This is an optimization exercise on Yosys and OpenROAD, whose aim is small area, not a production implementation.
At most, simulation tests tie the RTL to the original design; equivalence was not proved.

==> 08-20: inputs <==
==> flow/design.v (excerpt) <==
module dtmf_td (
    input  wire        clk,
    input  wire        rst,
    input  wire        s_valid,
    output wire        s_ready,
    input  wire [15:0] s_data,
    input  wire        s_last,
    input  wire [31:0] s_now,
    input  wire [63:0] cfg_thr,
    input  wire [31:0] cfg_min_hold,
    output wire        res_valid,
    output wire        res_hit,
    output wire [3:0]  res_digit,
    output reg  [63:0] res_best,
    output wire        evt_valid,
    output wire [31:0] evt_duration,
    output wire [31:0] evt_timestamp
);
Settings: LEC_CHECK=0, CAP_MARGIN=20, CORE_MARGIN=2, CORE_UTILIZATION=40, SLEW_MARGIN=20; clock period 25.0 ns.
standard.sh (not shown) runs the stock make flow with config.mk's settings and CLKGATE_MAP_FILE= SYNTH_SCRIPT=/design/flow/synth_recipe.tcl, a recipe that flattens the netlist after the stock synthesis.
==> flow/flow/run.sh <==
#!/bin/bash
# The standard layout, with changes to how it is made:
#  - ports are buffered with the smallest buffer (sky130_fd_sc_hd__buf_1);
#  - clock tree synthesis uses sky130_fd_sc_hd__clkbuf_4 and inserts no dummy loads.
set -euo pipefail
export BUFFER_PORTS_ARGS="-buffer_cell sky130_fd_sc_hd__buf_1"
export CTS_ARGS="-sink_clustering_enable -repair_clock_nets -dont_use_dummy_load -buf_list sky130_fd_sc_hd__clkbuf_8 -sink_clustering_size 16 -sink_clustering_max_diameter 60"
bash standard.sh > standard.log 2>&1
==> 03-28 (differences from 08-20) <==
--- a/flow/design.v
+++ b/flow/design.v
@@ -863,30 +863,31 @@
     wire [51:0] tail = ring[363:312];
     wire r1 = post & (cnt == 3'd1);
     wire r2 = post & (cnt == 3'd2);
     wire r3 = post & (cnt == 3'd3);
     wire r4 = post & (cnt == 3'd4);
     wire hold_tail = (post & (cnt == 3'd5)) | mul | done;
     wire        live = en & ~first;            
     wire [25:0] q1_in = head[51:26] & {26{~first}};
+    wire        zc    = en & first;            
     reg  [15:0] ma;
     reg  [25:0] mb;
     reg  [32:0] z1;
     wire [39:0] z2 = {~head[25:0] & {26{live}}, 14'd0};
     wire [39:0] mr;
     goertzel_res mac (.a(ma), .negm(r1), .b(mb), .z1(z1), .z2(z2), .c14(live), .r(mr));
     wire [17:0] v_f = {head[35:26], head[9:2]};
     always @(*) begin
         if (r2)       ma = head[25:10];                              
         else if (r3)  ma = head[51:36];                              
-        else          ma = coef;
+        else          ma = coef & {16{~zc}};
         if (r1 | r3)  mb = {{10{head[51]}}, head[51:36]};            
         else if (r2)  mb = {{8{v_f[17]}}, v_f};                      
-        else          mb = q1_in;
+        else          mb = head[51:26];
         if (r1)       z1 = {{3{head[25]}}, head[25:10], 14'h3fff};  
         else if (r3)  z1 = head[34:2];              
         else if (r2)  z1 = 33'd0;
         else          z1 = {{3{s_data[15]}}, s_data, 14'd0};        
     end
     wire [31:0] pw   = head[33:2];                 
     wire [31:0] tpw  = tail[33:2];                 
     wire        tinit = r4 & ((ph == 3'd4) | (ph == 3'd0));
==> flow/flow/run.sh (replaced) <==
#!/bin/bash
# The standard layout, with changes to how it is made:
#  - ports are buffered with the smallest buffer (sky130_fd_sc_hd__buf_1);
#  - clock tree synthesis uses sky130_fd_sc_hd__clkbuf_4 and inserts no dummy loads.
set -euo pipefail
export BUFFER_PORTS_ARGS="-buffer_cell sky130_fd_sc_hd__buf_1"
export CTS_ARGS="-sink_clustering_enable -repair_clock_nets -dont_use_dummy_load -buf_list sky130_fd_sc_hd__clkbuf_4"
bash standard.sh > standard.log 2>&1
==> 04-15 (differences from 08-20) <==
==> flow/flow/run.sh (replaced) <==
#!/bin/bash
# The standard layout, with changes to how it is made:
#  - ports are buffered with the smallest buffer (sky130_fd_sc_hd__buf_1);
#  - clock tree synthesis uses sky130_fd_sc_hd__clkbuf_4 and inserts no dummy loads.
set -euo pipefail
export BUFFER_PORTS_ARGS="-buffer_cell sky130_fd_sc_hd__buf_1"
export CTS_ARGS="-sink_clustering_enable -repair_clock_nets -dont_use_dummy_load -buf_list sky130_fd_sc_hd__clkbuf_4"
bash standard.sh > standard.log 2>&1
==> summary.md <==
| Metric | Value |
|---|---|
| Result of the run | `finished clean` |
| Top layer in use | `met5` |
| CP max FO | `4` |
| Synth Cell Area | `0.0303 mm²` |
| Clk Latency, worst-skew pair | `0.82 ns` |
the above is filed under 03-28

==> summary.md <==
| Metric | Value |
|---|---|
| Result of the run | `finished clean` |
| CP max FO | `3` |
| Top layer in use | `met4` |
| Synth Cell Area | `0.0304 mm²` |
| Clk Latency, worst-skew pair | `0.63 ns` |
the above is filed under 08-20

==> summary.md <==
| Metric | Value |
|---|---|
| Synth Cell Area | `0.0304 mm²` |
| Result of the run | `finished clean` |
| CP max FO | `3` |
| Clk Latency, worst-skew pair | `0.88 ns` |
| Warnings, synthesis | `1` |
| Top layer in use | `met4` |
| Number of flops mapped to enable cells by yosys | `127` |
the above is filed under 04-15

Function not checked in 08-20 and 04-15: the RTL went through the layout flow alone.

========
==> inputs of exp/sierra <==
Another version of the RTL of dtmf_td (not shown whole).
clock: 25.0 ns
lec_check: 0
cap_margin: 20
core_margin: 2
core_utilization: 40
slew_margin: 20
==> flow/flow/run.sh <==
#!/bin/bash
# The standard layout, with two changes to how it is made:
#  - ports are buffered with the smallest buffer (sky130_fd_sc_hd__buf_1);
#  - clock tree synthesis inserts no dummy loads.
set -euo pipefail
export BUFFER_PORTS_ARGS="-buffer_cell sky130_fd_sc_hd__buf_1"
export CTS_ARGS="-sink_clustering_enable -repair_clock_nets -dont_use_dummy_load"
bash standard.sh > standard.log 2>&1
==> exp/yarrow (differences from exp/sierra) <==
Settings changed: CORE_UTILIZATION 40 to 60, CTS_BUF_LIST set to sky130_fd_sc_hd__clkbuf_2 sky130_fd_sc_hd__clkbuf_4 sky130_fd_sc_hd__clkbuf_8.
==> exp/maple (differences from exp/sierra) <==
==> flow/run.sh (new file) <==
#!/bin/bash
# synth_recipe.tcl (not shown) runs the flow's synth.tcl, then flattens the netlist and writes it again
# the make line also repeats each setting of config.mk as NAME=value (left out here)
make -C /OpenROAD-flow-scripts/flow DESIGN_CONFIG=/design/flow/config.mk WORK_HOME=/design/flow/orfs CLKGATE_MAP_FILE= SYNTH_SCRIPT=/design/flow/synth_recipe.tcl finish
removed: flow/flow/run.sh
removed: flow/standard.sh
==> exp/pepper (differences from exp/sierra) <==
Settings changed: CTS_BUF_LIST set to sky130_fd_sc_hd__clkbuf_4.
==> comparison table <==
Run status: exp/maple finished clean; exp/sierra finished clean; exp/yarrow finished clean; exp/pepper finished clean
Die X-Extent: exp/maple 285.1 um; exp/sierra 285.1 um; exp/yarrow 233.5 um; exp/pepper 285.1 um
Length of routed wiring on met1: exp/maple 42.21 mm; exp/sierra 41.17 mm; exp/yarrow 40.50 mm; exp/pepper 41.17 mm
Non-clock buffer count in the final layout: exp/maple 362; exp/sierra 360; exp/yarrow 350; exp/pepper 360
Fin nets: exp/maple 3868; exp/sierra 3866; exp/yarrow 3859; exp/pepper 3866
First-iteration detailed-routing DRC count: exp/maple 2600; exp/sierra 2203; exp/yarrow 2488; exp/pepper 2203
ClkCell Share: exp/maple 0.04173; exp/sierra 0.03281; exp/yarrow 0.03541; exp/pepper 0.03281
Worst setup timing slack at the placement stage: exp/maple 5.877 ns; exp/sierra 6.084 ns; exp/yarrow 5.772 ns; exp/pepper 6.084 ns
Total die area: exp/maple 81270 sq um; exp/sierra 81270 sq um; exp/yarrow 54520 sq um; exp/pepper 81270 sq um
Met2 Use GR: exp/maple 0.3964; exp/sierra 0.3830; exp/yarrow 0.5661; exp/pepper 0.3830
Vias in the first global route: exp/maple 23640; exp/sierra 23210; exp/yarrow 24250; exp/pepper 23210
Final-layout non-clock buffer area share: exp/maple 0.09192; exp/sierra 0.04676; exp/yarrow 0.04578; exp/pepper 0.04676
Maximum number of pins on one net before global-route repair: exp/maple 75; exp/sierra 74; exp/yarrow 75; exp/pepper 74
Worst-case register-to-register setup slack: exp/maple 5.95 ns; exp/sierra 5.93 ns; exp/yarrow 5.68 ns; exp/pepper 5.93 ns
Share of the core filled with cells: exp/maple 0.4741; exp/sierra 0.4462; exp/yarrow 0.6616; exp/pepper 0.4462
Cell count after placement: exp/maple 4332; exp/sierra 4330; exp/yarrow 3956; exp/pepper 4330
Function was not checked in any run of this note: the RTL went through the layout flow alone.

[static timing again, ports no longer ideal]
In the flow no input, the clock included, has a driving cell. The finished layouts below were timed again as built, in two steps. Step 1: set_driving_cell puts a clkbuf_16 on clk and a buf_2 on each other input, an assumption about the parent block. Step 2, shift: input delay + t, output delay - t, t = (earliest + latest rising clock arrival at the registers) / 2. This alone moves slack from input paths to output paths. Three values: no drivers, after step 1, after step 2; two values: the first two.
run | t, ns | slack for setup (ns) | worst hold slack (ns)
08-20 | 0.664 | 5.648 / 5.585 / 6.249 | 0.285 / 0.285 / 0.285
03-28 | 0.818 | 4.698 / 4.642 / 3.974 | 0.251 / 0.251 / 0.251
04-15 | 0.886 | 5.459 / 5.396 / 6.282 | 0.272 / 0.272 / 0.272
exp/sierra | 0.603 | 5.655 / 5.597 / 5.929 | 0.276 / 0.276 / 0.276
exp/yarrow | 0.625 | 5.553 / 5.488 / 5.682 | 0.295 / 0.295 / 0.295
exp/maple | 0.631 | 5.282 / 5.221 / 5.851 | 0.318 / 0.318 / 0.318
exp/pepper | 0.603 | 5.655 / 5.597 / 5.929 | 0.276 / 0.276 / 0.276
After both steps setup and hold are still met in every run listed. For 03-28, which loses most, drivers alone change the setup slack by -0.056 ns; drivers and shift together by -0.724 ns.
